Background: an optimization exercise with open tools, aiming at small area, a short achievable clock period and few clock cycles. Do not read the settings as production practice. Function was checked by simulation only, so behaviour that the tests miss may differ from the original. Power is estimated from default activity; no workload was simulated.

**run.sh**
```bash
#!/bin/bash
# synth_recipe.tcl (not shown) runs the flow's synth.tcl, then flattens the netlist and writes it again
# the make line also repeats each setting of config.mk as NAME=value (left out here)
make -C /OpenROAD-flow-scripts/flow DESIGN_CONFIG=/design/flow/config.mk WORK_HOME=/design/flow/orfs CLKGATE_MAP_FILE= SYNTH_SCRIPT=/design/flow/synth_recipe.tcl finish
```
**config.mk**
```make
export PLATFORM = sky130hd
export DESIGN_NAME = luma12
export DESIGN_NICKNAME = luma12
export VERILOG_FILES = /design/flow/design.v
export SDC_FILE = /design/flow/constraint.sdc
export NUM_CORES = 4
export LEC_CHECK = 0
export ABC_AREA = 0
export CAP_MARGIN = 20
export CORE_MARGIN = 2
export CORE_UTILIZATION = 40
export SLEW_MARGIN = 20
```
**constraint.sdc**
```tcl
create_clock -name core_clock -period 18.0 [get_ports {clk}]
set_input_delay 3.6000 -clock core_clock [delete_from_list [all_inputs] [get_ports {clk}]]
set_output_delay 3.6000 -clock core_clock [all_outputs]
set_load 0.01 [all_outputs]
```
**design.v**
```verilog
module luma12 #(
    parameter integer P_MAX = 64
) (
    input  wire        clk,
    input  wire        rst_n,
    input  wire [25:0] paddr,
    input  wire        psel,
    input  wire        penable,
    input  wire        pwrite,
    input  wire [31:0] pwdata,
    input  wire [3:0]  pstrb,
    output reg  [31:0] prdata,
    output wire        pready,
    output wire        pslverr,
    output wire        irq
);
    localparam integer IB_BYTES = 3 * P_MAX;
    localparam integer OB_BYTES = 2 * P_MAX;
    localparam integer NW       = $clog2(P_MAX + 1);
    reg [7:0]  ibuf [0:IB_BYTES-1];
    reg [15:0] obuf [0:P_MAX-1];
    reg        irq_en, meta_copy;
    reg        busy, done, err, cmd_err;
    reg [3:0]  err_code;
    reg [7:0]  src_fmt;
    reg [15:0] width, height;
    reg [31:0] src_len, in_seq, in_sec, in_nsec;
    reg [15:0] out_w, out_h;
    reg [16:0] out_step;
    reg [31:0] out_len;
    reg [31:0] out_seq, out_sec, out_nsec;
    reg [31:0] frame_count, err_count;
    reg [15:0] job_w, job_h;
    reg        job_meta;
    reg [31:0] job_seq, job_sec, job_nsec;
    reg [NW-1:0] job_n;
    reg [NW-1:0] idx;
    assign pready = 1'b1;
    wire        access  = psel & penable;
    wire        aligned = (paddr[1:0] == 2'b00);
    wire [1:0]  region  = paddr[25:24];
    wire [23:0] off     = paddr[23:0];
    wire [9:0]  reg_idx = paddr[11:2];
    wire reg_sel = (region == 2'b00) && (paddr[23:12] == 12'd0) && (reg_idx <= 10'd22);
    wire ib_sel  = (region == 2'b01) && (off < IB_BYTES);
    wire ob_sel  = (region == 2'b10) && (off < OB_BYTES);
    wire bus_err = !aligned
                 | !(reg_sel | ib_sel | ob_sel)
                 | (reg_sel & pwrite & (pstrb != 4'hF))
                 | (ib_sel & pwrite & busy)
                 | (ob_sel & busy);
    assign pslverr = access & bus_err;
    wire bus_ok  = access & !bus_err;
    wire reg_wr  = bus_ok & pwrite & reg_sel;
    wire ib_wr   = bus_ok & pwrite & ib_sel;
    wire ob_wr   = bus_ok & pwrite & ob_sel;
    wire cmd_wr  = reg_wr & (reg_idx == 10'd3);
    wire cmd_start = cmd_wr & (pwdata == 32'd1);
    wire cmd_clear = cmd_wr & (pwdata == 32'd2);
    wire cmd_abort = cmd_wr & (pwdata == 32'd3);
    wire cmd_ill   = cmd_wr & (pwdata > 32'd3);
    wire [31:0] hdr_n   = width * height;
    wire [33:0] hdr_len = 34'd3 * {2'b00, hdr_n};
    wire        bad_fmt = (src_fmt != 8'h01);
    wire        bad_len = ({2'b00, src_len} != hdr_len);
    wire        bad_cap = (hdr_n > P_MAX);
    wire [7:0]  pix_b = ibuf[3 * idx];
    wire [7:0]  pix_g = ibuf[3 * idx + 1];
    wire [7:0]  pix_r = ibuf[3 * idx + 2];
    wire [17:0] luma_n = 18'd114 * pix_b + 18'd587 * pix_g + 18'd299 * pix_r;
    wire [35:0] luma_q = ({18'd0, luma_n} + 36'd500) * 36'd67109;
    wire [7:0]  luma_y = luma_q[33:26];
    wire [15:0] scaled = {4'd0, luma_y, 4'd0};
    wire [15:0] sample = (scaled > 16'd4095) ? 16'd4095 : scaled;
    wire engine_run = busy & !cmd_abort;
    wire job_last   = (idx == job_n);
    integer j;
    always @(posedge clk) begin
        if (ib_wr) begin
            for (j = 0; j < 4; j = j + 1)
                if (pstrb[j]) ibuf[{off[23:2], 2'b00} + j] <= pwdata[8*j +: 8];
        end
        if (ob_wr) begin
            if (pstrb[0]) obuf[{off[23:2], 1'b0}][7:0]      <= pwdata[7:0];
            if (pstrb[1]) obuf[{off[23:2], 1'b0}][15:8]     <= pwdata[15:8];
            if (pstrb[2]) obuf[{off[23:2], 1'b0} + 1][7:0]  <= pwdata[23:16];
            if (pstrb[3]) obuf[{off[23:2], 1'b0} + 1][15:8] <= pwdata[31:24];
        end
        if (engine_run && !job_last)
            obuf[idx] <= sample;
    end
    always @(posedge clk) begin
        if (!rst_n) begin
            irq_en      <= 1'b0;
            meta_copy   <= 1'b1;
            busy        <= 1'b0;
            done        <= 1'b0;
            err         <= 1'b0;
            cmd_err     <= 1'b0;
            err_code    <= 4'd0;
            src_fmt     <= 8'd0;
            width       <= 16'd0;
            height      <= 16'd0;
            src_len     <= 32'd0;
            in_seq      <= 32'd0;
            in_sec      <= 32'd0;
            in_nsec     <= 32'd0;
            out_w       <= 16'd0;
            out_h       <= 16'd0;
            out_step    <= 17'd0;
            out_len     <= 32'd0;
            out_seq     <= 32'd0;
            out_sec     <= 32'd0;
            out_nsec    <= 32'd0;
            frame_count <= 32'd0;
            err_count   <= 32'd0;
            job_w       <= 16'd0;
            job_h       <= 16'd0;
            job_meta    <= 1'b0;
            job_seq     <= 32'd0;
            job_sec     <= 32'd0;
            job_nsec    <= 32'd0;
            job_n       <= {NW{1'b0}};
            idx         <= {NW{1'b0}};
        end else begin
            if (reg_wr) begin
                case (reg_idx)
                    10'd2:  begin irq_en <= pwdata[0]; meta_copy <= pwdata[1]; end
                    10'd5:  src_fmt <= pwdata[7:0];
                    10'd6:  width   <= pwdata[15:0];
                    10'd7:  height  <= pwdata[15:0];
                    10'd8:  src_len <= pwdata;
                    10'd9:  in_seq  <= pwdata;
                    10'd10: in_sec  <= pwdata;
                    10'd11: in_nsec <= pwdata;
                    default: ;
                endcase
            end
            if (cmd_start) begin
                if (busy) begin
                    cmd_err <= 1'b1;
                end else begin
                    done     <= 1'b0;
                    err      <= 1'b0;
                    err_code <= 4'd0;
                    if (bad_fmt || bad_len || bad_cap) begin
                        err       <= 1'b1;
                        err_code  <= bad_fmt ? 4'd1 : bad_len ? 4'd2 : 4'd3;
                        err_count <= err_count + 32'd1;
                    end else begin
                        busy     <= 1'b1;
                        job_w    <= width;
                        job_h    <= height;
                        job_meta <= meta_copy;
                        job_seq  <= in_seq;
                        job_sec  <= in_sec;
                        job_nsec <= in_nsec;
                        job_n    <= hdr_n[NW-1:0];
                        idx      <= {NW{1'b0}};
                    end
                end
            end
            if (cmd_clear) begin
                done     <= 1'b0;
                err      <= 1'b0;
                err_code <= 4'd0;
                cmd_err  <= 1'b0;
            end
            if (cmd_abort) begin
                busy <= 1'b0;
            end
            if (cmd_ill) begin
                cmd_err <= 1'b1;
            end
            if (engine_run) begin
                if (job_last) begin
                    busy        <= 1'b0;
                    done        <= 1'b1;
                    out_w       <= job_w;
                    out_h       <= job_h;
                    out_step    <= {job_w, 1'b0};
                    out_len     <= {{(31-NW){1'b0}}, job_n, 1'b0};
                    out_seq     <= job_meta ? job_seq  : 32'd0;
                    out_sec     <= job_meta ? job_sec  : 32'd0;
                    out_nsec    <= job_meta ? job_nsec : 32'd0;
                    frame_count <= frame_count + 32'd1;
                end else begin
                    idx <= idx + 1'b1;
                end
            end
        end
    end
    assign irq = irq_en & (done | err);
    wire [23:0] ib_base = {off[23:2], 2'b00};
    wire [23:0] ob_base = {1'b0, off[23:2], 1'b0};
    always @(*) begin
        prdata = 32'd0;
        if (access && !pwrite && !bus_err) begin
            if (reg_sel) begin
                case (reg_idx)
                    10'd0:  prdata = 32'h4C554D41;
                    10'd1:  prdata = 32'h00010000;
                    10'd2:  prdata = {30'd0, meta_copy, irq_en};
                    10'd3:  prdata = 32'd0;
                    10'd4:  prdata = {20'd0, err_code, 4'd0, cmd_err, err, done, busy};
                    10'd5:  prdata = {24'd0, src_fmt};
                    10'd6:  prdata = {16'd0, width};
                    10'd7:  prdata = {16'd0, height};
                    10'd8:  prdata = src_len;
                    10'd9:  prdata = in_seq;
                    10'd10: prdata = in_sec;
                    10'd11: prdata = in_nsec;
                    10'd12: prdata = 32'h00000010;
                    10'd13: prdata = {16'd0, out_w};
                    10'd14: prdata = {16'd0, out_h};
                    10'd15: prdata = {15'd0, out_step};
                    10'd16: prdata = out_len;
                    10'd17: prdata = out_seq;
                    10'd18: prdata = out_sec;
                    10'd19: prdata = out_nsec;
                    10'd20: prdata = frame_count;
                    10'd21: prdata = err_count;
                    10'd22: prdata = P_MAX;
                    default: prdata = 32'd0;
                endcase
            end else if (ib_sel) begin
                prdata = {ibuf[ib_base + 3], ibuf[ib_base + 2], ibuf[ib_base + 1], ibuf[ib_base]};
            end else begin
                prdata = {obuf[ob_base + 1], obuf[ob_base]};
            end
        end
    end
endmodule
```
==> summary.txt <==
- Status: timing/DRC/antenna clean
- CP arrival: about 18000 ps
- First-pass GRT wire length: 1030000 um
- Cell taking the most area after synthesis: edfxtp_1
- Initial antenna violation count: 62
- Grt total ovfl: 0
- Mean Syn Cell Area: 13.8 um2
- Pin count of the biggest net entering global routing: 160
- Clk_skew: about 93 ps
- Crit path from: idx[1]
- Count leader, synth: edfxtp_1
- Clock Root Buffer: clkbuf_16
- CP Max Fanout: 16
- Share of Yosys cell area claimed by the top area cell type: about two fifths
- Slew @ Worst Pin: 1340 ps
- Fin crit share: 96.2%
- Worst endpoint required time: 18800 ps
- Drt drc: 0
- Critical path class: reg -> reg
- Antenna viol nets, final: 0
- Reg-to-reg endpoint: obuf[37][11]
- H-tree levels: 5
- Standby leakage power: 67.2 nW
- Critical Path Source Type: flip-flop
- IO Pins: 102
- Clock slew at reported path FFs: 60 ps
- GPL Wtd Cong: 1.01
- Ratio of cells with drive above 1 in the final layout: between 20% and 30%
- Mapped Nets: 14200
- Worst flop-to-flop path startpoint: idx[1]
- Port bufs: 100
- Slowest library cell on the worst path: fa_4
- Avg WL per Cell: between 30 and 40 um
- Worst VDD drop: 0.102 mV
- Vias in the first global route: around 130k
- Setup-failing EPs final: 0
- DRT Pass-1 Iters: 8
- Clock sinks: 3078
- Endpoints failing hold: 0
- PwrDens: 76.6 nW/um2
- Initial core utilization: ~40%
- Most common cell on crit path: fa_1
- Die W: about 680 um
- DR vias/cell: about 6.8
- Worst Setup EP: obuf[37][11]
- DP Worst Slack: approximately 120 ps
- Dpl hpwl: between 500000 and 600000 um
- Final min period: about 17000 ps
- YS warnings: 1
- Slowest stage delay, CP: 960 ps
- RSZ-0062 raised after global routing: false
- Gr usage total: a little under a third
- FFs w/ async S/R, synth: 0%
- Worst Hold Depth: 2
- Die height: 682 um
- Drt initial violations: 23100
- Synth cell types: 92
- Top_reg_cell synth: edfxtp_1
- Die Area: around 470000 um2
- Max-cap violation count: 0
- Longest Clk Path Bufs: 4
- Post-synthesis to final-layout area growth: 11.5%
- Total wire length: 743000 um
- Post-synth EDFFs: 2560
- Site Rows: 249
- Worst min-delay path class: reg -> reg
- Worst Reg2Reg Path Length in Cells: 53
- Slew Limit Fails: 0
- CTS tree: yes
- Final Non-Filler Cells: 19600
- Hold buffer count at cts: 0
- R2R Setup Slk: between 600 and 700 ps
- Rel. slew slack: between 10 and 15%
- Fmax: 57.8 MHz
- Post-Syn Area: 184000 um2
- Worst setup EP type: flip-flop
- Layout net count: 14000
- Core area: 459000 um2
- Mapped Cells: 13400
- Setup ws final: 688 ps
- CTS buffer count: about 330
- Placed cell count: 19000
- Top cells by count, synth: edfxtp_1 (2560), mux4_2 (2172), nand2_1 (1646)
- Register area share after synthesis: 47.4%
- Synth area leaders: edfxtp_1 (42%), mux4_2 (27%), dfxtp_1 (5.6%), fa_1 (3.4%), nand2_1 (3.4%)
- Vias post-DR: 133000
- Clock latency on the worst-skew pair: 1020 ps
- Yosys reg bits: 3078
-- timing repair --
action                     4_1_cts  5_1_grt
setup endpoints to repair        0      447
gates resized for setup          0       25
buffers inserted                 0       18
-- kinds of logic after synthesis --
family / after synthesis / synth area share (%)
AND/OR/NAND/NOR: 3445 / 8.15
flip-flops: 3078 / 47.4
multiplexers: 2323 / 27.4
AO/OA/AOI/OAI: 1897 / 6.28
buffers and inverters: 1703 / 3.62
adder cells (fa/ha/maj): 737 / 6.31
XOR/XNOR: 166 / 0.808
other: 1 / 0.00204
-- worst max-delay path, delay by kind of cell (launching register included) --
family / cells / cell delay, ps
compound gates: 17 / 4820
xor+xnor: 1 / 720
fa+ha+maj: 14 / 6250
buf+inv: 13 / 2170
flops: 1 / 420
mux: 1 / 830
simple gates: 7 / 1790
-- worst min-delay path by stage --
| stage | from | slack (ps) | to |
|---|---|---|---|
| detailed placement | job_w[8] | 440 | out_w[8] |
| floorplan | out_nsec[23] | 430 | out_nsec[23] |
| global placement | job_h[4] | 440 | out_h[4] |
| finish | out_sec[6] | 450 | out_sec[6] |
| CTS | job_w[1] | 450 | out_w[1] |
| global route | job_h[0] | 460 | out_h[0] |
-- routing by layer --
layer  GRT usage [%]  part of all wire (%)  vias to the layer above  wire [um]
met3            12.8                    16                     2076     116000
met1            39.6                    34                    67900     255000
li1                -                     -                    51800          -
met2            44.8                    42                    11000     314000
met5          0.0833                 0.042                        -        310
met4            19.4                   7.7                       38      57200
-- final cells by class --
type	instances	area (um2)
Antenna cell	19	47.5
Clock buffer	432	9080
Clock inverter	171	1910
Fill cell	40300	254000
Inverter	605	2290
Multi-Input combinational cell	8569	91300
Sequential cell	3078	87300
Tap cell	6149	7690
Timing Repair Buffer	614	5600
Timing Repair inverter	1	7.51
-- registers in the layout (all words and copies together), names as in the netlist, 7 cells and up --
signal,count
job_sec,32
err_count,32
out_seq,32
job_h,16
idx,7
src_len,32
out_nsec,32
job_nsec,32
src_fmt,8
job_n,7
out_len,7
in_nsec,32
obuf,1024
out_sec,32
job_seq,32
out_w,16
width,16
in_sec,32
job_w,16
out_h,16
ibuf,1536
in_seq,32
height,16
frame_count,32
-- cells in the final DEF, fill, tap and decap left out, types with 40 or more instances in the layout --
master / instances
nor3_1: 77
clkbuf_1: 73
nand4_1: 69
a31oi_1: 82
dfxtp_1: 516
and2_1: 271
mux4_2: 2172
a311oi_1: 49
inv_1: 597
nand3_1: 260
nand2_1: 1639
and3_1: 66
a22oi_1: 114
xor2_1: 52
ha_1: 418
o211ai_1: 40
clkbuf_16: 343
clkdlybuf4s50_1: 61
o21ai_1: 41
nor2_2: 112
fa_1: 316
a21oi_1: 763
a211oi_1: 77
clkinv_1: 49
buf_4: 474
a221oi_1: 44
edfxtp_1: 2560
o21ai_0: 399
xnor2_1: 92
buf_12: 61
clkinv_2: 49
nor2_1: 718
mux2i_1: 130
-- through the flow --
step	TNS (ps)	instance area [um2]	total power, mW	hold WS (ps)	utilization, %
6_report	0	205000	15.7	450	44.7
5_1_grt	0	205000	16.0	459	44.7
4_1_cts	0	205000	15.7	449	44.6
3_5_place_dp	0	194000	8.69	443	42.2
3_3_place_gp	-12360	194000	8.68	438	42.2
2_1_floorplan	0	184000	8.25	431	-
-- where the power goes --
group	internal (mW)	switching, mW
Combinational	0.250	0.634
Sequential	7.70	0.0000000117
Clock	4.03	3.09
Total	12.0	3.72
Testbench counts, summed over its fixed seeds: cycles 16,996.

what the ideal ports hide:
Ports are ideal in the flow. The routed layout listed here was re-timed in OpenROAD. Step 1, drivers: a clkbuf_16 drives clk and a buf_2 each remaining input, both assumed. Step 2 also shifts input and output timing later by t, the mid clock arrival at the registers, as if the neighbouring blocks saw the same clock. a / b / c = ideal ports / drivers / drivers and shift; a / b = the first two.
t, ns: 1.105
setup WS [ns]: 0.688 / 0.688 / 0.688
worst setup path at the end: register to register
latest minus earliest clock arrival (ns): 0.093 / 0.093
After both steps this run still meets setup and hold. The setup slack of this run moves by 0.000 ns with the drivers and by 0.000 ns with both steps.
